From an optimization exercise on the open Yosys and OpenROAD flow, aimed at small area, a short achievable clock period and few clock cycles; shortcuts taken in it are not production practice. Only simulation tests tie the RTL to the original design; equivalence was not proved. No driver is modelled on the clock port, so clock power and skew are understated where the tree is cut down; a real chip needs a root buffer or a tree. Power is estimated from default activity; no workload was simulated.

==> v29 <==
==> flow/design.v <==
module tslcf_deframer (
    input  wire       clk,
    input  wire       rst,
    input  wire       in_valid,
    output wire       in_ready,
    input  wire [1:0] in_kind,
    input  wire [7:0] in_data,
    output reg        b_valid,    
    output reg        e_valid,    
    output reg        a_valid,    
    output reg        fe_first,   
    output reg  [7:0] op_byte
);
    localparam [1:0] K_DATA  = 2'd0,
                     K_EOS   = 2'd1,
                     K_ABORT = 2'd2;
    localparam [1:0] HUNT0 = 2'd0,   
                     HUNT1 = 2'd1,   
                     BODY0 = 2'd2,   
                     BODY1 = 2'd3;   
    reg  [1:0] state;
    reg        pend_end;    
    reg        nfe;         
    assign in_ready = nfe;
    always @(*) fe_first = !nfe;
    wire take   = in_valid && !fe_first;
    wire is_esc;
    wire is_stx;
    tslcf_bytecmp u_cmp (
        .d   (in_data),
        .esc (is_esc),
        .stx (is_stx)
    );
    always @(posedge clk) begin
        if (!fe_first)
            op_byte <= in_data;
    end
    wire k_data  = !in_kind[1] && !in_kind[0];
    wire k_eos   = !in_kind[1] &&  in_kind[0];
    wire k_abort =  in_kind[1] && !in_kind[0];
    wire s_hunt1 = (state == HUNT1);
    wire s_body0 = (state == BODY0);
    wire s_body1 = (state == BODY1);
    wire in_body = state[1];
    wire t_data  = take && k_data;
    wire t_stop  = take && (k_eos || k_abort);    
    reg [1:0] state_n;
    always @(*) begin
        state_n = state;
        if (t_stop)
            state_n = HUNT0;
        else if (t_data) begin
            case (state)
                HUNT0: if (is_esc) state_n = HUNT1;
                HUNT1: if (is_stx) state_n = BODY0; else if (!is_esc) state_n = HUNT0;
                BODY0: if (is_esc) state_n = BODY1;
                default: state_n = BODY0;
            endcase
        end
    end
    wire lone_x  = t_data && s_body1 && !is_esc && !is_stx;
    wire lone_e  = take && k_eos && s_body1;
    wire fe_n    = lone_x || lone_e;
    wire b_n     = fe_first ? !pend_end
                 : (t_data && ((s_body0 && !is_esc) || (s_body1 && !is_stx))) || lone_e;
    wire e_n     = fe_first ? pend_end
                 : (t_data && s_body1 && is_stx) || (take && k_eos && s_body0);
    wire a_n     = !fe_first && take && k_abort && in_body;
    always @(posedge clk) begin
        pend_end <= lone_e;    
        if (rst) begin
            state    <= HUNT0;
            b_valid  <= 1'b0;
            e_valid  <= 1'b0;
            a_valid  <= 1'b0;
            nfe      <= 1'b1;
        end else begin
            state    <= state_n;
            b_valid  <= b_n;
            e_valid  <= e_n;
            a_valid  <= a_n;
            nfe      <= !fe_n;
        end
    end
endmodule
module tslcf_bytecmp (
    input  wire [7:0] d,
    output wire       esc,    
    output wire       stx     
);
    assign esc = (d == 8'hFE);
    assign stx = (d == 8'h02);
endmodule
module tslcf_parser (
    input  wire        clk,
    input  wire        rst,
    input  wire        b_valid,
    input  wire        e_valid,
    input  wire        a_valid,
    input  wire        fe_first,
    input  wire [7:0]  op_byte,
    output reg         out_valid,
    output reg  [3:0]  out_tag,
    output reg  [15:0] out_data
);
    localparam [2:0] F_PBC    = 3'd1,
                     F_VERFLG = 3'd2,
                     F_SCREEN = 3'd3,
                     F_INDEX  = 3'd4,
                     F_CW     = 3'd5,
                     F_TLEN   = 3'd6,
                     F_STOP   = 3'd7;    
    localparam [2:0] S_OK          = 3'd0,
                     S_TOOSHORT    = 3'd1,
                     S_LENMISMATCH = 3'd2,
                     S_TRUNCATED   = 3'd3,
                     S_UNSUPPORTED = 3'd4,
                     S_ABORTED     = 3'd5;
    reg  [2:0]  field;       
    reg         half;        
    reg         text;        
    reg  [15:0] text_nleft;  
    reg  [15:0] len_nleft;   
    reg         len_over;    
    wire [15:0] text_inc, len_inc;
    assign text_inc[0] = !text_nleft[0];
    assign len_inc[0]  = !len_nleft[0];
    genvar gi;
    generate
        for (gi = 1; gi < 16; gi = gi + 1) begin : g_inc
            assign text_inc[gi] = (&text_nleft[gi-1:0]) ? !text_nleft[gi] : text_nleft[gi];
            assign len_inc[gi]  = (&len_nleft[gi-1:0])  ? !len_nleft[gi]  : len_nleft[gi];
        end
    endgenerate
    wire [7:0]  lo_byte = out_data[7:0];      
    wire [7:0]  byte_in = fe_first ? 8'hFE : op_byte;
    wire [15:0] field16 = {byte_in, lo_byte};
    wire f_pbc  = (field == F_PBC);
    wire f_cw   = (field == F_CW);
    wire f_tlen = (field == F_TLEN);
    wire header = (field == F_PBC) || (field == F_VERFLG) || (field == F_SCREEN);
    wire stop   = (field == F_STOP);
    wire ev_text = b_valid && text;
    wire ev_lo   = b_valid && !text && !stop && !half;
    wire ev_hi   = b_valid && !text && !stop && half;
    wire ev_end  = e_valid || a_valid;
    reg  [2:0]  status;
    always @(*) begin
        if (a_valid)
            status = S_ABORTED;
        else if (header)
            status = S_TOOSHORT;
        else if (len_over || len_nleft != 16'hFFFF)
            status = S_LENMISMATCH;
        else if (stop)
            status = S_UNSUPPORTED;
        else if (field == F_INDEX && !half && !text)
            status = S_OK;
        else
            status = S_TRUNCATED;
    end
    always @(posedge clk) begin
        out_valid      <= ev_text || ev_hi || ev_end;
        out_tag[3]     <= ev_end;
        out_tag[2:0]   <= ev_end ? 3'd0 : ev_hi ? field : 3'd7;
        out_data[15:8] <= ev_hi ? byte_in : 8'd0;
        if (ev_end)
            out_data[7:0] <= {5'd0, status};
        else if (!half)
            out_data[7:0] <= byte_in;
    end
    always @(posedge clk) begin
        if (rst || ev_end) begin
            field <= F_PBC;
            half  <= 1'b0;
            text  <= 1'b0;
        end else if (ev_text) begin
            text <= (text_nleft[15:1] != 15'h7FFF);
        end else if (ev_lo) begin
            half <= 1'b1;
        end else if (ev_hi) begin
            half <= 1'b0;
            case (field)
                F_PBC:    field <= F_VERFLG;
                F_VERFLG: field <= F_SCREEN;
                F_CW:     field <= byte_in[7] ? F_STOP : F_TLEN;
                F_TLEN: begin
                    field <= F_INDEX;
                    text  <= (field16 != 16'd0);
                end
                F_SCREEN: field <= F_INDEX;
                default:  field <= F_CW;            
            endcase
        end
    end
    always @(posedge clk) begin
        if (b_valid) begin
            if (f_tlen && half)
                text_nleft <= ~field16;
            else
                text_nleft <= text_inc;
        end
    end
    always @(posedge clk) begin
        if (b_valid) begin
            if (f_pbc && half) begin
                len_nleft <= ~field16;
                len_over  <= 1'b0;
            end else begin
                len_nleft <= len_inc;
                if (len_nleft == 16'hFFFF)
                    len_over <= 1'b1;
            end
        end
    end
endmodule
module tslcf_rx (
    input  wire        clk,
    input  wire        rst,
    input  wire        in_valid,
    output wire        in_ready,
    input  wire [1:0]  in_kind,
    input  wire [7:0]  in_data,
    output wire        out_valid,
    output wire [3:0]  out_tag,
    output wire [15:0] out_data
);
    wire       b_valid;
    wire       e_valid;
    wire       a_valid;
    wire       fe_first;
    wire [7:0] op_byte;
    tslcf_deframer u_deframer (
        .clk      (clk),
        .rst      (rst),
        .in_valid (in_valid),
        .in_ready (in_ready),
        .in_kind  (in_kind),
        .in_data  (in_data),
        .b_valid  (b_valid),
        .e_valid  (e_valid),
        .a_valid  (a_valid),
        .fe_first (fe_first),
        .op_byte  (op_byte)
    );
    tslcf_parser u_parser (
        .clk       (clk),
        .rst       (rst),
        .b_valid   (b_valid),
        .e_valid   (e_valid),
        .a_valid   (a_valid),
        .fe_first  (fe_first),
        .op_byte   (op_byte),
        .out_valid (out_valid),
        .out_tag   (out_tag),
        .out_data  (out_data)
    );
endmodule
==> flow/flow/run.sh <==
#!/bin/bash
# Standard layout with these changes:
#  - the ports get plain buffers instead of delay cells;
#  - the clock tree is built by hand (flow/cts_hook.tcl, run by ORFS's cts
#    step before it would call clock_tree_synthesis): the clock port drives
#    one buffer per cluster of registers (3 clusters), in place of TritonCTS's H-tree;
#  - the slow wide OR/NOR cells in flow/dont_use.txt are added to the
#    platform's don't-use list (synthesis maps the same registers);
#  - after global routing, gates on paths with more slack than the setup
#    margin are sized down (flow/grt_hook.tcl).
set -euo pipefail
work=$(pwd)
{
  echo "include $work/config.mk"
  echo "export DONT_USE_CELLS = $(cat "$work/flow/dont_use.txt")"
} > "$work/my_config.mk"
sed "s#DESIGN_CONFIG=[^ ]*#DESIGN_CONFIG=$work/my_config.mk#" standard.sh > my_standard.sh
grep -q "DESIGN_CONFIG=$work/my_config.mk" my_standard.sh
export BUFFER_PORTS_ARGS="-buffer_cell sky130_fd_sc_hd__buf_1"
export PRE_CTS_TCL="$work/flow/cts_hook.tcl"
export PRE_GLOBAL_ROUTE_TCL="$work/flow/grt_hook.tcl"
bash my_standard.sh > flow.log 2>&1
==> flow/flow/cts_hook.tcl <==
# Clock tree by hand: the clock port drives K buffers, each driving a
# cluster of the registers (k-means on their placed positions).
proc manual_cts {K cbuf {rbuf ""}} {
  set block [ord::get_db_block]
  set clknet [$block findNet clk]
  set master [[ord::get_db] findMaster $cbuf]
  set sinks {}
  foreach it [$clknet getITerms] {
    set b [[$it getInst] getBBox]
    lappend sinks [list $it [expr {([$b xMin] + [$b xMax]) / 2.0}] [expr {([$b yMin] + [$b yMax]) / 2.0}]]
  }
  set sinks [lsort -real -index 1 $sinks]
  set n [llength $sinks]
  # initial centers: spread along x
  set cx {}; set cy {}
  for {set k 0} {$k < $K} {incr k} {
    set s [lindex $sinks [expr {int(($k + 0.5) * $n / $K)}]]
    lappend cx [lindex $s 1]; lappend cy [lindex $s 2]
  }
  for {set iter 0} {$iter < 30} {incr iter} {
    set sumx [lrepeat $K 0.0]; set sumy [lrepeat $K 0.0]; set cnt [lrepeat $K 0]
    set assign {}
    foreach s $sinks {
      set best 0; set bd 1e30
      for {set k 0} {$k < $K} {incr k} {
        set d [expr {abs([lindex $s 1] - [lindex $cx $k]) + abs([lindex $s 2] - [lindex $cy $k])}]
        if {$d < $bd} { set bd $d; set best $k }
      }
      lappend assign $best
      lset sumx $best [expr {[lindex $sumx $best] + [lindex $s 1]}]
      lset sumy $best [expr {[lindex $sumy $best] + [lindex $s 2]}]
      lset cnt $best [expr {[lindex $cnt $best] + 1}]
    }
    for {set k 0} {$k < $K} {incr k} {
      if {[lindex $cnt $k] > 0} {
        lset cx $k [expr {[lindex $sumx $k] / [lindex $cnt $k]}]
        lset cy $k [expr {[lindex $sumy $k] / [lindex $cnt $k]}]
      }
    }
  }
  set src $clknet
  if {$rbuf ne ""} {
    # one root buffer at the middle of the leaves
    set rinst [odb::dbInst_create $block [[ord::get_db] findMaster $rbuf] clkbuf_root]
    set src [odb::dbNet_create $block clknet_root]
    $src setSigType CLOCK
    [$rinst findITerm A] connect $clknet
    [$rinst findITerm X] connect $src
    set mx 0.0; set my 0.0
    for {set k 0} {$k < $K} {incr k} { set mx [expr {$mx + [lindex $cx $k]}]; set my [expr {$my + [lindex $cy $k]}] }
    $rinst setLocation [expr {int($mx / $K)}] [expr {int($my / $K)}]
    $rinst setPlacementStatus PLACED
  }
  for {set k 0} {$k < $K} {incr k} {
    set inst [odb::dbInst_create $block $master clkbuf_leaf_$k]
    set net [odb::dbNet_create $block clknet_leaf_$k]
    $net setSigType CLOCK
    [$inst findITerm A] connect $src
    [$inst findITerm X] connect $net
    $inst setLocation [expr {int([lindex $cx $k])}] [expr {int([lindex $cy $k])}]
    $inst setPlacementStatus PLACED
    lappend nets $net
  }
  foreach s $sinks a $assign {
    set it [lindex $s 0]
    $it disconnect
    $it connect [lindex $nets $a]
  }
  puts "manual_cts: $n sinks in $K clusters of [join $cnt { }]"
}

# ORFS's cts step calls clock_tree_synthesis: build the tree by hand instead,
# the clock port driving one buffer per cluster of registers.
proc clock_tree_synthesis {args} {
  manual_cts 3 sky130_fd_sc_hd__clkbuf_16
  set_propagated_clock [all_clocks]
}
==> flow/flow/dont_use.txt <==
sky130_fd_sc_hd__or4_1 sky130_fd_sc_hd__or4_2 sky130_fd_sc_hd__or4_4 sky130_fd_sc_hd__or4b_1 sky130_fd_sc_hd__or4b_2 sky130_fd_sc_hd__or4b_4 sky130_fd_sc_hd__or4bb_1 sky130_fd_sc_hd__or4bb_2 sky130_fd_sc_hd__or4bb_4 sky130_fd_sc_hd__or3_4 sky130_fd_sc_hd__or3b_4 sky130_fd_sc_hd__nor4_4 sky130_fd_sc_hd__nor3_4 sky130_fd_sc_hd__nor4_1 sky130_fd_sc_hd__nor4_2 sky130_fd_sc_hd__nor4b_1 sky130_fd_sc_hd__nor4b_2 sky130_fd_sc_hd__nor4b_4 sky130_fd_sc_hd__nor4bb_1 sky130_fd_sc_hd__nor4bb_2 sky130_fd_sc_hd__nor4bb_4 sky130_fd_sc_hd__nor3_1 sky130_fd_sc_hd__nor3_2 sky130_fd_sc_hd__nor3b_1 sky130_fd_sc_hd__nor3b_2 sky130_fd_sc_hd__nor3b_4 sky130_fd_sc_hd__or3_1 sky130_fd_sc_hd__or3_2 sky130_fd_sc_hd__or3b_1 sky130_fd_sc_hd__or3b_2
==> flow/flow/grt_hook.tcl <==
# ORFS's global route step calls recover_power_helper (a no-op by default):
# size down gates on paths with more slack than the setup margin the timing
# repair aims for, which gives back area the earlier repairs spent.
proc recover_power_helper { } {
  log_cmd repair_timing -recover_power 100 -setup_margin $::env(SETUP_SLACK_MARGIN) -verbose
}
==> flow/standard.sh <==
#!/bin/bash
# synth_recipe.tcl (not shown) runs the flow's synth.tcl, then flattens the netlist and writes it again
# the make line also repeats each setting of config.mk as NAME=value (left out here)
make -C /OpenROAD-flow-scripts/flow DESIGN_CONFIG=/design/flow/config.mk WORK_HOME=/design/flow/orfs CLKGATE_MAP_FILE= SYNTH_SCRIPT=/design/flow/synth_recipe.tcl "${@:-finish}"
==> flow/config.mk <==
export PLATFORM = sky130hd
export DESIGN_NAME = tslcf_rx
export DESIGN_NICKNAME = tslcf_rx
export VERILOG_FILES = /design/flow/design.v
export SDC_FILE = /design/flow/constraint.sdc
export NUM_CORES = 4
export LEC_CHECK = 0
export CAP_MARGIN = 20
export CORE_MARGIN = 2
export CORE_UTILIZATION = 65
export PLACE_DENSITY = 0.75
export SETUP_SLACK_MARGIN = 2.3
export SLEW_MARGIN = 20
export SYNTH_HIERARCHICAL = 1
export SYNTH_MINIMUM_KEEP_SIZE = 0
export TNS_END_PERCENT = 100
==> flow/constraint.sdc <==
create_clock -name core_clock -period 4.0 [get_ports {clk}]
set_input_delay 0.8000 -clock core_clock [delete_from_list [all_inputs] [get_ports {clk}]]
set_output_delay 0.8000 -clock core_clock [all_outputs]
set_load 0.01 [all_outputs]
==> v10: changes against v29 <==
==> flow/flow/run.sh (replaced) <==
#!/bin/bash
# Standard layout with these changes:
#  - the ports get plain buffers instead of delay cells;
#  - the clock tree is built by hand (flow/cts_hook.tcl, run by ORFS's cts
#    step before it would call clock_tree_synthesis): one root buffer driving
#    one buffer per cluster of registers, in place of TritonCTS's H-tree;
#  - the slow wide OR/NOR cells in flow/dont_use.txt are added to the
#    platform's don't-use list (synthesis maps the same registers).
set -euo pipefail
work=$(pwd)
{
  echo "include $work/config.mk"
  echo "export DONT_USE_CELLS = $(cat "$work/flow/dont_use.txt")"
} > "$work/my_config.mk"
sed "s#DESIGN_CONFIG=[^ ]*#DESIGN_CONFIG=$work/my_config.mk#" standard.sh > my_standard.sh
grep -q "DESIGN_CONFIG=$work/my_config.mk" my_standard.sh
export BUFFER_PORTS_ARGS="-buffer_cell sky130_fd_sc_hd__buf_1"
export PRE_CTS_TCL="$work/flow/cts_hook.tcl"
bash my_standard.sh > flow.log 2>&1
--- a/flow/flow/cts_hook.tcl
+++ b/flow/flow/cts_hook.tcl
@@ -71,7 +71,7 @@
 
 # ORFS's cts step calls clock_tree_synthesis: build the tree by hand instead,
-# the clock port driving one buffer per cluster of registers.
+# a root buffer driving one buffer per cluster of registers.
 proc clock_tree_synthesis {args} {
-  manual_cts 3 sky130_fd_sc_hd__clkbuf_16
+  manual_cts 6 sky130_fd_sc_hd__clkbuf_8 sky130_fd_sc_hd__clkbuf_8
   set_propagated_clock [all_clocks]
 }
--- a/flow/config.mk
+++ b/flow/config.mk
@@ -10,7 +10,7 @@
 export CORE_UTILIZATION = 65
 export PLACE_DENSITY = 0.75
-export SETUP_SLACK_MARGIN = 2.3
+export SETUP_SLACK_MARGIN = 2.4
 export SLEW_MARGIN = 20
 export SYNTH_HIERARCHICAL = 1
 export SYNTH_MINIMUM_KEEP_SIZE = 0
-export TNS_END_PERCENT = 100
+export TNS_END_PERCENT = 0
removed: flow/flow/grt_hook.tcl
==> run summary <==
Fmax achieved=386 MHz; Logic pwr share=3.2%; multi-input logic area=0.00134 mm^2; Seq group=approximately 0.82 mW; share of total power in sequential cells=69.4%; NumNets Final=390; critical path arrival=2.48 ns; status=finished clean; Comb. pwr=0.0377 mW; total power=1.18 mW
the above is filed under v29

==> run summary <==
NumNets Final=~400; multi-input logic area=0.00136 mm^2; status=finished clean; share of total power in sequential cells=65.9%; Fmax achieved=565 MHz; critical path arrival=about 0.97 ns; Logic pwr share=about 3.3%
the above is filed under v10

Testbench counts of v29, summed over its fixed seeds: cycles 14,627.
Testbench counts of v10, summed over its fixed seeds: cycles 14,627.
No run of this note takes its clock network from TritonCTS; it comes from the design's own scripts or RTL.

==> afterwards: timing with drivers on the ports <==
The flow's constraints put no driver on any port. The routed layouts listed below were extracted and timed again, unchanged, in two steps.
Step 1: set_driving_cell puts a clkbuf_16 on clk and a buf_2 on each other input, an assumption about the parent block.
Step 2 times the ports against the registers' clock, not the clock port: input delays grow and output delays shrink by t, the midpoint of the rising clock arrivals with the driver on.
Three values: ideal ports, drivers, drivers and shift; two values: the first two.
run | shift t [ns] | setup WS [ns] | hold slack, ns | latest minus earliest clock arrival (ns) | slew at the worst register clock pin (ns)
v29 | 0.213 | 1.408 / 1.408 / 1.408 | 0.535 / 0.535 / 0.535 | 0.010 / 0.010 | 0.10 / 0.10
v10 | 0.359 | 2.230 / 2.201 / 2.203 | 0.517 / 0.517 / 0.517 | 0.015 / 0.016 | 0.09 / 0.09
After both steps every run listed still meets setup and hold. The setup slack of v10, which loses most, moves by -0.029 ns with the drivers and by -0.027 ns with both steps.
